From an optimization exercise on the open Yosys and OpenROAD flow, aimed at small area, a short achievable clock period and few clock cycles; shortcuts taken in it are not production practice.
Where RTL was checked, it was by simulation tests only, not by an equivalence proof against the original.
Power figures rest on the tool's default switching activity, not on a simulated workload.

==> job 5922 <==
// debounce_ctl
module debounce_ctl (
    input  wire        clk,
    input  wire        rst,
    input  wire        in_valid,
    output wire        in_ready,
    input  wire [7:0]  op,
    input  wire [31:0] period,
    input  wire [9:0]  sample,
    input  wire [31:0] num,
    input  wire [31:0] den,
    input  wire        pin_init,
    output reg         resp_valid,
    output reg         resp_ok,
    output reg         ev_reset,
    output reg         ev_reset_warm,
    output reg         ev_persist,
    output wire [7:0]  persist_val,
    output reg         ev_pulse,
    output wire        ev_diag_liveness,
    output reg         ev_diag_count,
    output wire [8:0]  diag_n,
    output reg         ev_diag_lockdown,
    output reg         ev_act,
    output reg         ev_ind,
    output reg         ev_rearm,
    output reg         act,
    output reg         ind,
    output reg         locked,
    output reg         pwm_valid,
    output reg  [31:0] pwm_on,
    output reg  [31:0] pwm_off
);
export LEC_CHECK = 0
export CAP_MARGIN = 20
export CORE_MARGIN = 2
export CORE_UTILIZATION = 40
export SETUP_SLACK_MARGIN = 4
export SLEW_MARGIN = 20
create_clock -name core_clock -period 10.0 [get_ports {clk}]
run.sh (not shown) runs the stock make flow with config.mk's settings and CLKGATE_MAP_FILE= SYNTH_SCRIPT=/design/flow/synth_recipe.tcl, a recipe that flattens the netlist after the stock synthesis.
==> inputs of job 5670, as changes to job 5922 <==
--- a/flow/design.v
+++ b/flow/design.v
@@ -52,16 +52,19 @@
     reg              store_valid;
     reg [2:0]        store_val;
     reg [2:0]        ev_n;
     assign persist_val      = {5'd0, ev_n};
     assign diag_n           = {6'd0, ev_n};
     assign ev_diag_liveness = ev_pulse;
     reg              busy;           
     reg              fin;            
+    reg              fin0;           
+    reg              rnd_r;          
+    reg [9:0]        s_rem;          
     reg [31:0]       sa;             
     reg [31:0]       sd;             
     reg [4:0]        bit_k;          
     reg              p_bit;          
     reg              rneg;           
     reg              smp;            
     reg [3:0]        p_top;          
     reg [13:0]       ps_p;           
@@ -364,55 +367,57 @@
         top_in = period[3:0];
         for (j = 1; j < 8; j = j + 1)
             if (period[4*j +: 4] != 4'd0) top_in = period[4*j +: 4];
     end
     wire        p_nz  = (pwm_period != 32'd0);
     wire [31:0] sa_g  = p_bit ? sa : 32'd0;
     wire [31:0] Q    = pwm_on;
     wire [34:0] u1a  = {rneg, rneg, pwm_off, 1'b0};
-    wire [34:0] u1b  = {3'b000, sa_g};
-    wire [34:0] u1c  = rneg ? {3'b000, sd} : ~{3'b000, sd};
+    wire [34:0] u1b  = {3'b000, fin ? pwm_period : sa_g};
+    wire [34:0] u1c  = rneg ? {3'b000, sd} : fin ? ~{3'b000, Q} : ~{3'b000, sd};
     wire [34:0] s1   = u1a ^ u1b ^ u1c;
     wire [34:0] c1   = (u1a & u1b) | (u1a & u1c) | (u1b & u1c);
-    wire [34:0] x1   = s1 + {c1[33:0], !rneg};
+    wire        rnd  = smp ? s_rem[9] : rnd_r;                   
+    wire [34:0] x1   = s1 + {c1[33:0], fin ? !rnd : !rneg};
     wire [34:0] u2c  = rneg ? 35'd0 : ~{2'b00, sd, 1'b0};
     wire [34:0] s2   = u1a ^ u1b ^ u2c;
     wire [34:0] c2   = (u1a & u1b) | (u1a & u2c) | (u1b & u2c);
     wire [34:0] x2   = s2 + {c2[33:0], !rneg};
     wire        ge2  = !x2[34];
     wire        ge1  = !x1[34];
     wire [31:0] r_nx = ge2 ? x2[31:0] : x1[31:0];
     wire [31:0] q_inc = Q + 32'd1;
     wire [31:0] q_nx  = {ge2 ? q_inc[30:0] : Q[30:0], ge1 & !ge2};
     wire [9:0]  s_op = rdy ? sample : sa[9:0];
     wire [13:0] pg_s = ({14{pgrp_nx[0]}} & {4'd0, s_op})
                      + ({14{pgrp_nx[1]}} & {3'd0, s_op, 1'b0})
                      + ({14{pgrp_nx[2]}} & {2'd0, s_op, 2'b0})
                      + ({14{pgrp_nx[3]}} & {1'd0, s_op, 3'b0});      
-    wire [11:0] sv_a = {2'b00, pwm_off[5:0], pwm_off[9:6]};
+    wire [11:0] sv_a = {2'b00, s_rem[5:0], s_rem[9:6]};
     wire [11:0] sv_b = {2'b00, ps_p[9:0]};
     wire [11:0] sv_c = {8'd0, ps_p[13:10]};
     wire [11:0] sv_s = sv_a ^ sv_b ^ sv_c;
     wire [11:0] sv_k = {(sv_a[10:0] & sv_b[10:0]) | (sv_a[10:0] & sv_c[10:0]) | (sv_b[10:0] & sv_c[10:0]), 1'b0};
     wire [11:0] sr_0 = sv_s + sv_k;
     wire [9:0]  sr_1 = sr_0[9:0] + 10'd1;
     wire [9:0]  sr_2 = {sr_0[9:1] + 9'd1, sr_0[0]};
     wire        sg1  = sr_0[11] | sr_0[10] | (&sr_0[9:0]);        
     wire        sg2  = sr_0[11] | (&sr_0[10:1]);                  
     wire [9:0]  rs_nx = sg2 ? sr_2 : sg1 ? sr_1 : sr_0[9:0];
-    wire [4:0]  sr_v  = {1'b0, pwm_off[9:6]} + {1'b0, ps_p[13:10]};    
+    wire [4:0]  sr_v  = {1'b0, s_rem[9:6]} + {1'b0, ps_p[13:10]};      
     wire [4:0]  su    = sr_v + {3'd0, sg2, sg1 & !sg2};
     wire [31:0] qs_nx = {su[4] ? q_inc[27:0] : Q[27:0], su[3:0]};
-    wire [31:0] on_nx  = ge1 ? q_inc : Q;
-    wire [31:0] off_nx = pwm_period + ~Q + {31'd0, !ge1};
+    wire [31:0] on_nx  = rnd ? q_inc : Q;
+    wire [31:0] off_nx = x1[31:0];
     always @(posedge clk) begin
         if (rst) begin
             busy             <= 1'b0;
             fin              <= 1'b0;
+            fin0             <= 1'b0;
             rdy              <= 1'b1;
             booted           <= 1'b0;
             pin_level        <= 1'b0;
             edge_en          <= 1'b1;
             edge_pend        <= 1'b0;
             deb_armed        <= 1'b0;
             deb_pend         <= 1'b0;
             deb_count        <= 2'd0;
@@ -474,54 +479,64 @@
                     ps_p  <= pg_s;
                     if (!op[0]) begin
                         busy  <= 1'b1;
                         fin   <= 1'b0;
                         bit_k <= {2'b00, p_msb[4:2]};
                         p_bit <= 1'b0;
                     end else begin
                         busy  <= (p_msb != 5'd0);
-                        fin   <= (p_msb == 5'd0);
+                        fin0  <= (p_msb == 5'd0);
                         bit_k <= p_msb - 5'd1;
                         p_bit <= pbit_nx;
                     end
                 end else begin
                     resp_valid <= 1'b1;
                 end
             end
             if (busy) begin
                 bit_k <= bit_k - 5'd1;
                 p_bit <= pbit_nx & !smp;
                 ps_p  <= pg_s;
                 if (bit_k == 5'd0) begin
                     busy <= 1'b0;
-                    fin  <= 1'b1;
+                    fin  <= smp;
+                    fin0 <= !smp;
                 end
             end
+            if (fin0) begin
+                fin0  <= 1'b0;
+                fin   <= 1'b1;
+                rnd_r <= ge1;
+            end
             if (fin) begin
                 fin        <= 1'b0;
                 rdy        <= 1'b1;
                 resp_valid <= 1'b1;
                 fg         <= FG_READY;
                 pwm_valid  <= 1'b1;
             end
         end
     end
     always @(posedge clk) begin
-        if (in_ready) begin
+        if (!(busy || fin0)) begin
             sa <= (op[0]) ? num : {22'd0, sample};
             sd <= (op[0]) ? den : 32'd1023;
         end
         if (take && m_start) begin
             pwm_on  <= 32'd0;
             pwm_off <= (p_nz && op[0]) ? num : 32'd0;
             rneg    <= 1'b0;
+            s_rem   <= 10'd0;
         end else if (busy && smp) begin
             pwm_on  <= qs_nx;
-            pwm_off <= {22'd0, rs_nx};
+            s_rem   <= rs_nx;
+        end else if (fin0) begin
+            pwm_off <= 32'd0;
+            rneg    <= 1'b0;
         end else if (busy) begin
             pwm_on  <= q_nx;
             pwm_off <= r_nx;
             rneg    <= !ge1;
         end else if (fin) begin
             pwm_on  <= on_nx;
             pwm_off <= off_nx;
         end
==> flow/config.mk (replaced) <==
export PLATFORM = sky130hd
export DESIGN_NAME = debounce_ctl
export DESIGN_NICKNAME = debounce_ctl
export VERILOG_FILES = /design/flow/design.v
export SDC_FILE = /design/flow/constraint.sdc
export NUM_CORES = 4
export LEC_CHECK = 0
export CAP_MARGIN = 20
export CORE_MARGIN = 2
export CORE_UTILIZATION = 50
export SETUP_SLACK_MARGIN = 4
export SLEW_MARGIN = 20
==> inputs of job 6288, as changes to job 5922 <==
==> flow/config.mk (replaced) <==
export PLATFORM = sky130hd
export DESIGN_NAME = debounce_ctl
export DESIGN_NICKNAME = debounce_ctl
export VERILOG_FILES = /design/flow/design.v
export SDC_FILE = /design/flow/constraint.sdc
export NUM_CORES = 4
export LEC_CHECK = 0
export CAP_MARGIN = 20
export CORE_MARGIN = 2
export CORE_UTILIZATION = 50
export SETUP_SLACK_MARGIN = 4.5
export SLEW_MARGIN = 20
==> inputs of job 2189, as changes to job 5922 <==
--- a/flow/design.v
+++ b/flow/design.v
@@ -57,21 +57,17 @@
     assign ev_diag_liveness = ev_pulse;
     reg              busy;           
     reg              fin;            
     reg [31:0]       sa;             
     reg [31:0]       sd;             
     reg [4:0]        bit_k;          
     reg              p_bit;          
     reg              rneg;           
-    reg              smp;            
-    reg [3:0]        p_top;          
-    reg [13:0]       ps_p;           
-    reg              rdy;            
-    assign in_ready = rdy;
+    assign in_ready = !(busy || fin);
     wire take = in_valid && in_ready;
     reg              n_booted, n_pin_level, n_edge_en, n_edge_pend;
     reg              n_deb_armed, n_deb_pend;
     reg [1:0]        n_deb_count;
     reg [2:0]        n_timeout_count;
     reg              n_locked, n_wdt_pend;
     reg              n_liv_armed, n_liv_pend;
     reg              n_liv_count;
@@ -349,27 +345,16 @@
     reg [4:0] p_msb;
     integer i;
     always @* begin
         p_msb = 5'd0;
         for (i = 1; i < 32; i = i + 1)
             if (pwm_period[i]) p_msb = i[4:0];
     end
     wire [31:0] p_sh  = {pwm_period[30:0], 1'b0};    
-    wire [4:0]  k_nx  = rdy ? p_msb : bit_k;
-    wire [2:0]  g_nx  = bit_k[2:0] - 3'd1;
-    wire        pbit_nx = p_sh[k_nx];
-    wire [3:0]  pgrp_nx = rdy ? p_top : pwm_period[{g_nx, 2'b00} +: 4];
-    reg  [3:0]  top_in;
-    integer j;
-    always @* begin
-        top_in = period[3:0];
-        for (j = 1; j < 8; j = j + 1)
-            if (period[4*j +: 4] != 4'd0) top_in = period[4*j +: 4];
-    end
     wire        p_nz  = (pwm_period != 32'd0);
     wire [31:0] sa_g  = p_bit ? sa : 32'd0;
     wire [31:0] Q    = pwm_on;
     wire [34:0] u1a  = {rneg, rneg, pwm_off, 1'b0};
     wire [34:0] u1b  = {3'b000, sa_g};
     wire [34:0] u1c  = rneg ? {3'b000, sd} : ~{3'b000, sd};
     wire [34:0] s1   = u1a ^ u1b ^ u1c;
     wire [34:0] c1   = (u1a & u1b) | (u1a & u1c) | (u1b & u1c);
@@ -378,42 +363,22 @@
     wire [34:0] s2   = u1a ^ u1b ^ u2c;
     wire [34:0] c2   = (u1a & u1b) | (u1a & u2c) | (u1b & u2c);
     wire [34:0] x2   = s2 + {c2[33:0], !rneg};
     wire        ge2  = !x2[34];
     wire        ge1  = !x1[34];
     wire [31:0] r_nx = ge2 ? x2[31:0] : x1[31:0];
     wire [31:0] q_inc = Q + 32'd1;
     wire [31:0] q_nx  = {ge2 ? q_inc[30:0] : Q[30:0], ge1 & !ge2};
-    wire [9:0]  s_op = rdy ? sample : sa[9:0];
-    wire [13:0] pg_s = ({14{pgrp_nx[0]}} & {4'd0, s_op})
-                     + ({14{pgrp_nx[1]}} & {3'd0, s_op, 1'b0})
-                     + ({14{pgrp_nx[2]}} & {2'd0, s_op, 2'b0})
-                     + ({14{pgrp_nx[3]}} & {1'd0, s_op, 3'b0});      
-    wire [11:0] sv_a = {2'b00, pwm_off[5:0], pwm_off[9:6]};
-    wire [11:0] sv_b = {2'b00, ps_p[9:0]};
-    wire [11:0] sv_c = {8'd0, ps_p[13:10]};
-    wire [11:0] sv_s = sv_a ^ sv_b ^ sv_c;
-    wire [11:0] sv_k = {(sv_a[10:0] & sv_b[10:0]) | (sv_a[10:0] & sv_c[10:0]) | (sv_b[10:0] & sv_c[10:0]), 1'b0};
-    wire [11:0] sr_0 = sv_s + sv_k;
-    wire [9:0]  sr_1 = sr_0[9:0] + 10'd1;
-    wire [9:0]  sr_2 = {sr_0[9:1] + 9'd1, sr_0[0]};
-    wire        sg1  = sr_0[11] | sr_0[10] | (&sr_0[9:0]);        
-    wire        sg2  = sr_0[11] | (&sr_0[10:1]);                  
-    wire [9:0]  rs_nx = sg2 ? sr_2 : sg1 ? sr_1 : sr_0[9:0];
-    wire [4:0]  sr_v  = {1'b0, pwm_off[9:6]} + {1'b0, ps_p[13:10]};    
-    wire [4:0]  su    = sr_v + {3'd0, sg2, sg1 & !sg2};
-    wire [31:0] qs_nx = {su[4] ? q_inc[27:0] : Q[27:0], su[3:0]};
     wire [31:0] on_nx  = ge1 ? q_inc : Q;
     wire [31:0] off_nx = pwm_period + ~Q + {31'd0, !ge1};
     always @(posedge clk) begin
         if (rst) begin
             busy             <= 1'b0;
             fin              <= 1'b0;
-            rdy              <= 1'b1;
             booted           <= 1'b0;
             pin_level        <= 1'b0;
             edge_en          <= 1'b1;
             edge_pend        <= 1'b0;
             deb_armed        <= 1'b0;
             deb_pend         <= 1'b0;
             deb_count        <= 2'd0;
             timeout_count    <= 3'd0;
@@ -422,17 +387,16 @@
             liv_armed        <= 1'b0;
             liv_pend         <= 1'b0;
             liv_count        <= 1'b0;
             ind              <= 1'b0;
             act              <= 1'b0;
             pwm_enabled      <= 1'b1;
             pwm_valid        <= 1'b0;
             pwm_period       <= PWM_PERIOD_INIT;
-            p_top            <= PWM_PERIOD_INIT[11:8];
             fg               <= FG_IDLE;
             frame_valid      <= 1'b0;
             frame_vec        <= 2'd0;
             frame_pc         <= 4'd0;
             store_valid      <= 1'b0;
             store_val        <= 3'd0;
             resp_valid       <= 1'b0;
         end else begin
@@ -450,78 +414,58 @@
                 wdt_pend      <= n_wdt_pend;
                 liv_armed     <= n_liv_armed;
                 liv_pend      <= n_liv_pend;
                 liv_count     <= n_liv_count;
                 ind           <= n_ind;
                 act           <= n_act;
                 pwm_enabled   <= n_pwm_enabled;
                 pwm_valid     <= n_pwm_valid;
-                if (m_reset) begin
-                    pwm_period <= PWM_PERIOD_INIT;
-                    p_top      <= PWM_PERIOD_INIT[11:8];
-                end else if (n_period_ld) begin
-                    pwm_period <= period;
-                    p_top      <= top_in;
-                end
+                if (m_reset)          pwm_period <= PWM_PERIOD_INIT;
+                else if (n_period_ld) pwm_period <= period;
                 fg            <= n_fg;
                 frame_valid   <= n_frame_valid;
                 frame_vec     <= n_frame_vec;
                 frame_pc      <= n_frame_pc;
                 store_valid   <= n_store_valid;
                 store_val     <= n_store_val;
                 if (m_start) begin
-                    rdy   <= 1'b0;
-                    smp   <= !op[0];
-                    ps_p  <= pg_s;
-                    if (!op[0]) begin
-                        busy  <= 1'b1;
-                        fin   <= 1'b0;
-                        bit_k <= {2'b00, p_msb[4:2]};
-                        p_bit <= 1'b0;
-                    end else begin
-                        busy  <= (p_msb != 5'd0);
-                        fin   <= (p_msb == 5'd0);
-                        bit_k <= p_msb - 5'd1;
-                        p_bit <= pbit_nx;
-                    end
+                    busy  <= (p_msb != 5'd0);
+                    fin   <= (p_msb == 5'd0);
+                    bit_k <= p_msb - 5'd1;
+                    p_bit <= p_sh[p_msb];
                 end else begin
                     resp_valid <= 1'b1;
                 end
             end
             if (busy) begin
                 bit_k <= bit_k - 5'd1;
-                p_bit <= pbit_nx & !smp;
-                ps_p  <= pg_s;
+                p_bit <= p_sh[bit_k];
                 if (bit_k == 5'd0) begin
                     busy <= 1'b0;
                     fin  <= 1'b1;
                 end
             end
             if (fin) begin
                 fin        <= 1'b0;
-                rdy        <= 1'b1;
                 resp_valid <= 1'b1;
                 fg         <= FG_READY;
                 pwm_valid  <= 1'b1;
             end
         end
     end
     always @(posedge clk) begin
         if (in_ready) begin
             sa <= (op[0]) ? num : {22'd0, sample};
             sd <= (op[0]) ? den : 32'd1023;
         end
         if (take && m_start) begin
             pwm_on  <= 32'd0;
-            pwm_off <= (p_nz && op[0]) ? num : 32'd0;
+            pwm_off <= !p_nz ? 32'd0 : op[0] ? num : {22'd0, sample};
             rneg    <= 1'b0;
-        end else if (busy && smp) begin
-            pwm_on  <= qs_nx;
-            pwm_off <= {22'd0, rs_nx};
         end else if (busy) begin
             pwm_on  <= q_nx;
             pwm_off <= r_nx;
             rneg    <= !ge1;
         end else if (fin) begin
             pwm_on  <= on_nx;
             pwm_off <= off_nx;
         end
==> flow/config.mk (replaced) <==
export PLATFORM = sky130hd
export DESIGN_NAME = debounce_ctl
export DESIGN_NICKNAME = debounce_ctl
export VERILOG_FILES = /design/flow/design.v
export SDC_FILE = /design/flow/constraint.sdc
export NUM_CORES = 4
export LEC_CHECK = 0
export ABC_CLOCK_PERIOD_IN_PS = 3500
export CAP_MARGIN = 20
export CORE_MARGIN = 2
export CORE_UTILIZATION = 60
export SETUP_SLACK_MARGIN = 5
export SLEW_MARGIN = 20
==> summary.md <==
| Metric | Value |
|---|---|
| Status | timing/DRC/antenna clean |
| Clock Power Share | a little under half |
| Via count | around 24000 |
| Count leader, synth | inv_1 |
| Post-Syn Area | 23800 um2 |
| Crit-path max FO | 6 |
| Non-clk buf share | between 10% and 20% |
| Setup CP Type | reg2reg |
-- figures above: job 6288

==> summary.md <==
| Metric | Value |
|---|---|
| GP Congestion | roughly 0.99 |
| Non-clk buf share | a little under an eighth |
| Crit-path max FO | 7 |
| CP top delay family | adder cells |
| Count leader, synth | inv_1 |
| Comb_multi_in | 1753 |
| Setup CP Type | reg2reg |
| Status | timing/DRC/antenna clean |
| Via count | approximately 19000 |
| Power Sequential | approximately 950 uW |
| Ranking of synthesized cells by area | edfxtp_1 18%, ha_1 11%, dfxtp_1 10% |
-- figures above: job 2189

==> summary.md <==
| Metric | Value |
|---|---|
| Status | timing/DRC/antenna clean |
| Clock Power Share | around 44% |
| Post-Syn Area | about 24000 um2 |
| Via count | roughly 23000 |
| Count leader, synth | inv_1 |
| Crit-path max FO | 9 |
| Non-clk buf share | 9.12% |
| Setup CP Type | reg2reg |
-- figures above: job 5922

==> summary.md <==
| Metric | Value |
|---|---|
| Crit-path max FO | 16 |
| Post-Syn Area | between 20000 and 25000 um2 |
| Startpoint Class | input port |
| Clock Power Share | roughly a third |
| Setup CP Type | in2reg |
| Count leader, synth | nor2_1 |
| Drt wl/cell | ~24 um |
| Via count | about 22000 |
| Status | timing/DRC/antenna clean |
| Most used routing layer | met2 |
| Non-clk buf share | about a tenth |
-- figures above: job 5670

Testbench counts of job 5922, summed over its fixed seeds: cycles 33,671.
Testbench counts of job 6288, summed over its fixed seeds: cycles 33,671.
For job 5670 and job 2189, only the layout was checked, not whether the RTL still works.

-- static timing again, ports no longer ideal --
The flow's constraints put no driver on any port. The routed layouts listed below were extracted and timed again, unchanged, in two steps.
Step 1 assumes that a clkbuf_16 drives the clock port and a buf_2 every other input.
Step 2 moves the port delays by t, midway between the first and last clock arrival at a register: inputs arrive t later, outputs are due t later. That takes back most of the time a late clock gives input paths.
a / b / c = ideal / step 1 / step 2; a / b = the first two.
run | shift t [ns] | slack for setup (ns) | worst setup path at the end | clock arrival spread, ns
job 5922 | 0.665 | 4.078 / 4.078 / 3.740 | input to register | 0.021 / 0.021
job 5670 | 0.601 | 4.069 / 4.104 / 3.502 | input to register | 0.027 / 0.027
job 6288 | 0.661 | 3.852 / 3.852 / 3.697 | input to register | 0.017 / 0.017
job 2189 | 0.604 | 4.084 / 4.084 / 4.084 | register to register | 0.015 / 0.014
After both steps every run listed still meets setup and hold. For job 5670, which loses most, drivers alone change the setup slack by +0.035 ns; drivers and shift together by -0.567 ns.
